Background: an optimization exercise with open tools, aiming at small area. Do not read the settings as production practice.
Where RTL was checked, it was by simulation tests only, not by an equivalence proof against the original.
Power is estimated from default activity; no workload was simulated.

==> flow/design.v <==
module kstc_crc32c_step #(
    parameter [31:0] POLY = 32'h82F63B78
) (
    input  wire [31:0] crc_in,
    input  wire [7:0]  data,
    output reg  [31:0] crc_out
);
    integer i;
    always @* begin
        crc_out = crc_in ^ {24'd0, data};
        for (i = 0; i < 8; i = i + 1)
            crc_out = crc_out[0] ? ((crc_out >> 1) ^ POLY) : (crc_out >> 1);
    end
endmodule
module kstc_rx #(
    parameter MAX_PAYLOAD = 64
) (
    input  wire                     clk,
    input  wire                     rst,
    input  wire                     in_valid,
    input  wire [7:0]               in_byte,
    output reg                      out_valid,
    output wire [7:0]               out_pri,
    output wire [15:0]              out_src,
    output wire [15:0]              out_dst,
    output wire [15:0]              out_dspec,
    output wire [63:0]              out_tid,
    output wire [6:0]               out_len,
    output wire [8*MAX_PAYLOAD-1:0] out_payload
);
    localparam [7:0]  DELIM       = 8'h9E;
    localparam [7:0]  ESC         = 8'h8E;
    localparam [31:0] CRC_INIT    = 32'hFFFFFFFF;
    localparam [31:0] CRC_RESIDUE = 32'hB798B438;
    reg        in_frame;    
    reg        fresh;       
    reg        unesc;       
    reg [6:0]  cnt;         
    reg [31:0] crc;
    reg [8*24-1:8]          hdr;       
    reg [8*MAX_PAYLOAD-1:0] buffer;    
    wire [7:0]  eff = unesc ? ~in_byte : in_byte;
    wire [31:0] crc_next;
    kstc_crc32c_step u_crc (
        .crc_in  (crc),
        .data    (eff),
        .crc_out (crc_next)
    );
    wire is_delim = (in_byte == DELIM);
    wire is_esc   = (in_byte == ESC);
    wire data     = in_valid && !is_delim && !is_esc;
    wire at_hdr_end = !fresh && (cnt == 7'd123);             
    wire at_ovf     = cnt[6] && !cnt[5] && !cnt[4];          
    wire len_ok     = !cnt[6] || at_ovf;                     
    reg bad_data;
    always @* begin
        bad_data = 1'b0;
        if (fresh && eff != 8'h00)
            bad_data = 1'b1;                                 
        if (!fresh && cnt >= 7'd116 && cnt <= 7'd118 && eff != 8'h00)
            bad_data = 1'b1;                                 
        if (!fresh && cnt == 7'd119 && eff != 8'h80)
            bad_data = 1'b1;
        if (at_hdr_end && crc_next != CRC_RESIDUE)
            bad_data = 1'b1;                                 
        if (!fresh && at_ovf)
            bad_data = 1'b1;                                 
    end
    wire take_delim = in_valid && is_delim;
    wire emit = take_delim && in_frame && !fresh && len_ok && (crc == CRC_RESIDUE);
    always @(posedge clk) begin
        if (rst)
            in_frame <= 1'b0;
        else if (take_delim)
            in_frame <= 1'b1;
        else if (in_valid && is_esc && unesc)
            in_frame <= 1'b0;                                
        else if (data && bad_data)
            in_frame <= 1'b0;
    end
    always @(posedge clk) begin
        if (in_valid)
            unesc <= is_esc;
        if (take_delim)
            fresh <= 1'b1;
        else if (data)
            fresh <= 1'b0;
        if (data)
            cnt <= fresh ? 7'd93 : cnt + 7'd1;
        if (take_delim || (data && at_hdr_end))
            crc <= CRC_INIT;
        else if (data)
            crc <= crc_next;
    end
    always @(posedge clk) begin
        if (rst)
            out_valid <= 1'b0;
        else
            out_valid <= emit;
    end
    wire [23:1]            hdr_we;
    wire [MAX_PAYLOAD-1:0] buf_we;
    genvar g;
    generate
        for (g = 1; g <= 23; g = g + 1) begin : g_hdr
            if (g <= 7 || g >= 16) begin : g_used
                localparam [6:0] P = g - 36 + 128;
                wire keep = (cnt[6:3] != P[6:3]) || (cnt[2:0] != P[2:0]);
                assign hdr_we[g] = (cnt == P);
                always @(posedge clk)
                    hdr[8*g +: 8] <= ({8{hdr_we[g]}} & eff) | ({8{keep}} & hdr[8*g +: 8]);
            end else begin : g_unused
                assign hdr_we[g] = 1'b0;
            end
        end
        for (g = 0; g < MAX_PAYLOAD; g = g + 1) begin : g_buf
            localparam [6:0] P = (g - 4 + 128) % 128;
            wire keep = (cnt[6:3] != P[6:3]) || (cnt[2:0] != P[2:0]);
            assign buf_we[g] = (cnt == P);
            always @(posedge clk)
                buffer[8*g +: 8] <= ({8{buf_we[g]}} & eff) | ({8{keep}} & buffer[8*g +: 8]);
        end
    endgenerate
    assign out_pri     = hdr[15:8];
    assign out_src     = hdr[31:16];
    assign out_dst     = hdr[47:32];
    assign out_dspec   = hdr[63:48];
    assign out_tid     = hdr[191:128];
    assign out_len     = cnt;
    assign out_payload = buffer;
endmodule
Settings: LEC_CHECK=0, CAP_MARGIN=20, CORE_MARGIN=2, CORE_UTILIZATION=46, SLEW_MARGIN=20, BUFFER_PORTS_ARGS=-buffer_cell sky130_fd_sc_hd__buf_1, CTS_ARGS=-sink_clustering_enable -repair_clock_nets -dont_use_dummy_load -buf_list {sky130_fd_sc_hd__clkbuf_8} -sink_clustering_size 20 -sink_clustering_max_diameter 50; clock period 5.0 ns.
standard.sh (not shown) runs the stock make flow with config.mk's settings and CLKGATE_MAP_FILE= SYNTH_SCRIPT=/design/flow/synth_recipe.tcl, a recipe that flattens the netlist after the stock synthesis.
==> flow/flow/run.sh <==
#!/bin/bash
# Standard ORFS layout (the standard.sh) with these changes:
# - synthesis is the standard flow's synthesis script with only the ABC mapping script
#   replaced by flow/area.abc (area-oriented mapping); flip-flop mapping,
#   flattening and renaming are unchanged;
# - flow/extra.mk is added to config.mk: smallest buffer cell for the port
#   buffers, and CTS with smaller clock buffers and no dummy loads.
set -euo pipefail
W=$PWD
cat flow/extra.mk >> config.mk
sed '/source \$::env(SCRIPTS_DIR)\/synth_preamble.tcl/a set abc_args [lreplace $abc_args 1 1 '"$W"'/flow/area.abc]' \
    "$FLOW_HOME/scripts/synth.tcl" > flow_synth.tcl
grep -q 'flow/area.abc' flow_synth.tcl
sed "s#source \$::env(SCRIPTS_DIR)/synth.tcl#source $W/flow_synth.tcl#" synth_recipe.tcl > flow_synth_recipe.tcl
grep -q 'flow_synth.tcl' flow_synth_recipe.tcl
bash standard.sh synth SYNTH_SCRIPT="$W/flow_synth_recipe.tcl" > synth_make.log 2>&1
bash standard.sh > standard_make.log 2>&1
==> flow/flow/area.abc <==
strash
dc2
dch -f
amap
strash
dch -f
amap
strash
dch -f
amap
topo
==> flow/flow/extra.mk <==
export BUFFER_PORTS_ARGS = -buffer_cell sky130_fd_sc_hd__buf_1
export CTS_ARGS = -sink_clustering_enable -repair_clock_nets -dont_use_dummy_load -buf_list {sky130_fd_sc_hd__clkbuf_8} -sink_clustering_size 20 -sink_clustering_max_diameter 50
The baseline completed without violations.
Then changed:
--- a/flow/design.v
+++ b/flow/design.v
@@ -95,35 +95,21 @@
     always @(posedge clk) begin
         if (rst)
             out_valid <= 1'b0;
         else
             out_valid <= emit;
     end
-    wire [23:1]            hdr_we;
-    wire [MAX_PAYLOAD-1:0] buf_we;
-    genvar g;
-    generate
-        for (g = 1; g <= 23; g = g + 1) begin : g_hdr
-            if (g <= 7 || g >= 16) begin : g_used
-                localparam [6:0] P = g - 36 + 128;
-                wire keep = (cnt[6:3] != P[6:3]) || (cnt[2:0] != P[2:0]);
-                assign hdr_we[g] = (cnt == P);
-                always @(posedge clk)
-                    hdr[8*g +: 8] <= ({8{hdr_we[g]}} & eff) | ({8{keep}} & hdr[8*g +: 8]);
-            end else begin : g_unused
-                assign hdr_we[g] = 1'b0;
-            end
-        end
-        for (g = 0; g < MAX_PAYLOAD; g = g + 1) begin : g_buf
-            localparam [6:0] P = (g - 4 + 128) % 128;
-            wire keep = (cnt[6:3] != P[6:3]) || (cnt[2:0] != P[2:0]);
-            assign buf_we[g] = (cnt == P);
-            always @(posedge clk)
-                buffer[8*g +: 8] <= ({8{buf_we[g]}} & eff) | ({8{keep}} & buffer[8*g +: 8]);
-        end
-    endgenerate
+    integer k;
+    always @(posedge clk) begin
+        for (k = 1; k <= 23; k = k + 1)
+            if ((k <= 7 || k >= 16) && cnt == k - 36 + 128)
+                hdr[8*k +: 8] <= eff;
+        for (k = 0; k < MAX_PAYLOAD; k = k + 1)
+            if (cnt == ((k - 4 + 128) % 128))
+                buffer[8*k +: 8] <= eff;
+    end
     assign out_pri     = hdr[15:8];
     assign out_src     = hdr[31:16];
     assign out_dst     = hdr[47:32];
     assign out_dspec   = hdr[63:48];
     assign out_tid     = hdr[191:128];
     assign out_len     = cnt;
What happened:
- final cell count goes down by 34%
- worst setup slack degrades by 85 ps
- worst hold slack is about the same
- routed wire length goes down by 19%
- global-route usage goes down by 6.7 points
- die area goes up by about 1.6%
- via count goes down by about 35%
- area after synthesis goes up by about 1.6%
- power goes down by about 30%
- combinational power goes down by 56%
- maximum frequency goes down by about 2%
- cell area goes up by 0.87%
- non-clock buffer count goes up by 16
No functional check of the RTL was part of the first run of this note.

---

== wip/sierra ==
Another version of the RTL of kstc_rx (not shown whole).
Size: ~2200 cells after synthesis, ~680 flip-flops, about 650 I/O pins, roughly 21000 sq um of cells after synthesis.
==> module kstc_rx, before the edit <==
module kstc_rx #(
    parameter MAX_PAYLOAD = 64
) (
    input  wire                     clk,
    input  wire                     rst,
    input  wire                     in_valid,
    input  wire [7:0]               in_byte,
    output reg                      out_valid,
    output wire [7:0]               out_pri,
    output wire [15:0]              out_src,
    output wire [15:0]              out_dst,
    output wire [15:0]              out_dspec,
    output wire [63:0]              out_tid,
    output wire [6:0]               out_len,
    output wire [8*MAX_PAYLOAD-1:0] out_payload
);
    localparam [7:0]  DELIM       = 8'h9E;
    localparam [7:0]  ESC         = 8'h8E;
    localparam [31:0] CRC_INIT    = 32'hFFFFFFFF;
    localparam [31:0] CRC_RESIDUE = 32'hB798B438;
    reg        in_frame;    
    reg        fresh;       
    reg        unesc;       
    reg [6:0]  cnt;         
    reg [31:0] crc;
    reg [8*24-1:8]          hdr;       
    reg [8*MAX_PAYLOAD-1:0] buffer;    
    wire [7:0]  eff = unesc ? ~in_byte : in_byte;
    wire        at_pay0  = !fresh && (cnt == 7'd124);            
    wire [31:0] crc_in   = (fresh || at_pay0) ? CRC_INIT : crc;
    wire [31:0] crc_next;
    kstc_crc32c_step u_crc (
        .crc_in  (crc_in),
        .data    (eff),
        .crc_out (crc_next)
    );
    wire is_delim = (in_byte == DELIM);
    wire is_esc   = (in_byte == ESC);
    wire data     = in_valid && !is_delim && !is_esc;
    wire crc_ok   = (crc == CRC_RESIDUE);
    wire at_ovf     = cnt[6] && !cnt[5] && !cnt[4];          
    wire len_ok     = !cnt[6] || at_ovf;                     
    reg bad_data;
    always @* begin
        bad_data = 1'b0;
        if (fresh && eff != 8'h00)
            bad_data = 1'b1;                                 
        if (!fresh && cnt >= 7'd116 && cnt <= 7'd118 && eff != 8'h00)
            bad_data = 1'b1;                                 
        if (!fresh && cnt == 7'd119 && eff != 8'h80)
            bad_data = 1'b1;
        if (at_pay0 && !crc_ok)
            bad_data = 1'b1;                                 
        if (!fresh && at_ovf)
            bad_data = 1'b1;                                 
    end
    wire take_delim = in_valid && is_delim;
    wire emit = take_delim && in_frame && !fresh && len_ok && crc_ok;
    always @(posedge clk) begin
        if (rst)
            in_frame <= 1'b0;
        else if (take_delim)
            in_frame <= 1'b1;
        else if (in_valid && is_esc && unesc)
            in_frame <= 1'b0;                                
        else if (data && bad_data)
            in_frame <= 1'b0;
    end
    always @(posedge clk) begin
        if (in_valid)
            unesc <= is_esc;
        if (take_delim)
            fresh <= 1'b1;
        else if (data)
            fresh <= 1'b0;
        if (data)
            cnt <= fresh ? 7'd93 : cnt + 7'd1;
        if (data)
            crc <= crc_next;
    end
    always @(posedge clk) begin
        if (rst)
            out_valid <= 1'b0;
        else
            out_valid <= emit;
    end
    wire [23:1]            hdr_we;
    wire [MAX_PAYLOAD-1:0] buf_we;
    genvar g;
    generate
        for (g = 1; g <= 23; g = g + 1) begin : g_hdr
            if (g <= 7 || g >= 16) begin : g_used
                localparam [6:0] P = g - 36 + 128;
                wire keep = (cnt[6:3] != P[6:3]) || (cnt[2:0] != P[2:0]);
                assign hdr_we[g] = (cnt == P);
                always @(posedge clk)
                    hdr[8*g +: 8] <= ({8{keep}} | eff) & (hdr[8*g +: 8] | {8{hdr_we[g]}});
            end else begin : g_unused
                assign hdr_we[g] = 1'b0;
            end
        end
        for (g = 0; g < MAX_PAYLOAD; g = g + 1) begin : g_buf
            localparam [6:0] P = (g - 4 + 128) % 128;
            wire keep = (cnt[6:3] != P[6:3]) || (cnt[2:0] != P[2:0]);
            assign buf_we[g] = (cnt == P);
            always @(posedge clk)
                buffer[8*g +: 8] <= ({8{keep}} | eff) & (buffer[8*g +: 8] | {8{buf_we[g]}});
        end
    endgenerate
    assign out_pri     = hdr[15:8];
    assign out_src     = hdr[31:16];
    assign out_dst     = hdr[47:32];
    assign out_dspec   = hdr[63:48];
    assign out_tid     = hdr[191:128];
    assign out_len     = cnt;
    assign out_payload = buffer;
endmodule
Settings: LEC_CHECK=0, CAP_MARGIN=0, CORE_MARGIN=2, CORE_UTILIZATION=46, SLEW_MARGIN=0, BUFFER_PORTS_ARGS=-buffer_cell sky130_fd_sc_hd__buf_1, CTS_ARGS=-sink_clustering_enable -repair_clock_nets -dont_use_dummy_load -buf_list {sky130_fd_sc_hd__clkbuf_8} -sink_clustering_size 20 -sink_clustering_max_diameter 50, REMOVE_ABC_BUFFERS=1; clock period 5.0 ns.
==> flow/flow/area.abc <==
strash
&get -n
&fraig -x
&put
scorr
dc2
dch
amap
topo
==> flow/flow/extra.mk <==
export BUFFER_PORTS_ARGS = -buffer_cell sky130_fd_sc_hd__buf_1
export CTS_ARGS = -sink_clustering_enable -repair_clock_nets -dont_use_dummy_load -buf_list {sky130_fd_sc_hd__clkbuf_8} -sink_clustering_size 20 -sink_clustering_max_diameter 50
export REMOVE_ABC_BUFFERS = 1
Scripts as last shown in full above: flow/flow/run.sh
The following lists how wip/delta was set up differently from wip/sierra:
-- flow/design.v --
<<< wip/sierra, line 41
    reg [8*MAX_PAYLOAD-1:0] buffer;    
    wire [7:0]  eff = unesc ? ~in_byte : in_byte;
    wire        at_pay0  = !fresh && (cnt == 7'd124);            
    wire [31:0] crc_in   = (fresh || at_pay0) ? CRC_INIT : crc;
    wire [31:0] crc_next;
    kstc_crc32c_step u_crc (
        .crc_in  (crc_in),
        .data    (eff),
        .crc_out (crc_next)
>>> wip/delta, line 41
    reg [8*MAX_PAYLOAD-1:0] buffer;    
    wire [7:0]  eff = unesc ? ~in_byte : in_byte;
    wire [31:0] crc_next;
    kstc_crc32c_step u_crc (
        .crc_in  (crc),
        .data    (eff),
        .crc_out (crc_next)
<<< wip/sierra, line 52
    wire is_esc   = (in_byte == ESC);
    wire data     = in_valid && !is_delim && !is_esc;
    wire crc_ok   = (crc == CRC_RESIDUE);
    wire at_ovf     = cnt[6] && !cnt[5] && !cnt[4];          
    wire len_ok     = !cnt[6] || at_ovf;                     
>>> wip/delta, line 50
    wire is_esc   = (in_byte == ESC);
    wire data     = in_valid && !is_delim && !is_esc;
    wire at_hdr_end = !fresh && (cnt == 7'd123);             
    wire at_ovf     = cnt[6] && !cnt[5] && !cnt[4];          
    wire len_ok     = !cnt[6] || at_ovf;                     
<<< wip/sierra, line 64
        if (!fresh && cnt == 7'd119 && eff != 8'h80)
            bad_data = 1'b1;
        if (at_pay0 && !crc_ok)
            bad_data = 1'b1;                                 
        if (!fresh && at_ovf)
>>> wip/delta, line 62
        if (!fresh && cnt == 7'd119 && eff != 8'h80)
            bad_data = 1'b1;
        if (at_hdr_end && crc_next != CRC_RESIDUE)
            bad_data = 1'b1;                                 
        if (!fresh && at_ovf)
<<< wip/sierra, line 70
    end
    wire take_delim = in_valid && is_delim;
    wire emit = take_delim && in_frame && !fresh && len_ok && crc_ok;
    always @(posedge clk) begin
        if (rst)
>>> wip/delta, line 68
    end
    wire take_delim = in_valid && is_delim;
    wire emit = take_delim && in_frame && !fresh && len_ok && (crc == CRC_RESIDUE);
    always @(posedge clk) begin
        if (rst)
<<< wip/sierra, line 90
        if (data)
            cnt <= fresh ? 7'd93 : cnt + 7'd1;
        if (data)
            crc <= crc_next;
    end
>>> wip/delta, line 88
        if (data)
            cnt <= fresh ? 7'd93 : cnt + 7'd1;
        if (take_delim || (data && at_hdr_end))
            crc <= CRC_INIT;
        else if (data)
            crc <= crc_next;
    end
### Flow results
In the reports for wip/delta and wip/sierra, the smaller first-pass GRT wire length belongs to wip/sierra. Run comparison: wip/sierra end point of the critical path crc[21]; wip/delta end point of the critical path in_frame. Sort wip/delta and wip/sierra by count of flip-flops with a built-in enable after synthesis asc -> top: wip/delta. Clock edge transition at the registers on the reported setup and hold paths across wip/delta and wip/sierra: no real change. NOTE via count of the first global-routing pass wip/sierra->wip/delta increased by a few percent. NOTE number of logic inverters in the finished layout wip/sierra->wip/delta increased by more than half. Taking wip/sierra as the reference point, the clock skew of wip/delta rises by 0.030 ns. Sort wip/delta and wip/sierra by met3 wire length desc -> top: wip/delta. From wip/sierra to wip/delta the numbers moved as follows: detailed route wirelength on metal2 saw an increase, fraction of met2 tracks used by global routing went up, post-layout total power moved up, maximum clock frequency level.

afterwards: timing with drivers on the ports:
The flow's constraints put no driver on any port. The routed layouts listed below were extracted and timed again, unchanged, in two steps.
Step 1: set_driving_cell puts a clkbuf_16 on clk and a buf_2 on each other input, an assumption about the parent block.
Step 2 moves the port delays by t, midway between the first and last clock arrival at a register: inputs arrive t later, outputs are due t later. That takes back most of the time a late clock gives input paths.
Slacks: ideal ports / drivers / drivers and shift; pairs: ideal ports / drivers.
| run | t, ns | setup slack, ns | hold WS [ns] | worst data-port slew with drivers (ns) |
|---|---|---|---|---|
| the first run of note 1 | 0.715 | 0.614 / 0.614 / -0.027 | 0.467 / 0.467 / 0.467 | 0.06 |
| the second run of note 1 | 0.693 | 0.529 / 0.529 / -0.057 | 0.468 / 0.468 / 0.468 | 0.03 |
| wip/sierra | 0.713 | 0.551 / 0.551 / 0.301 | 0.480 / 0.480 / 0.480 | 0.04 |
| wip/delta | 0.709 | 0.549 / 0.549 / -0.025 | 0.484 / 0.484 / 0.484 | 0.05 |
With both steps, setup timing fails in the first run of note 1, the second run of note 1 and wip/delta, where it was met with ideal ports. The setup slack of the first run of note 1, which loses most, moves by 0.000 ns with the drivers and by -0.641 ns with both steps.
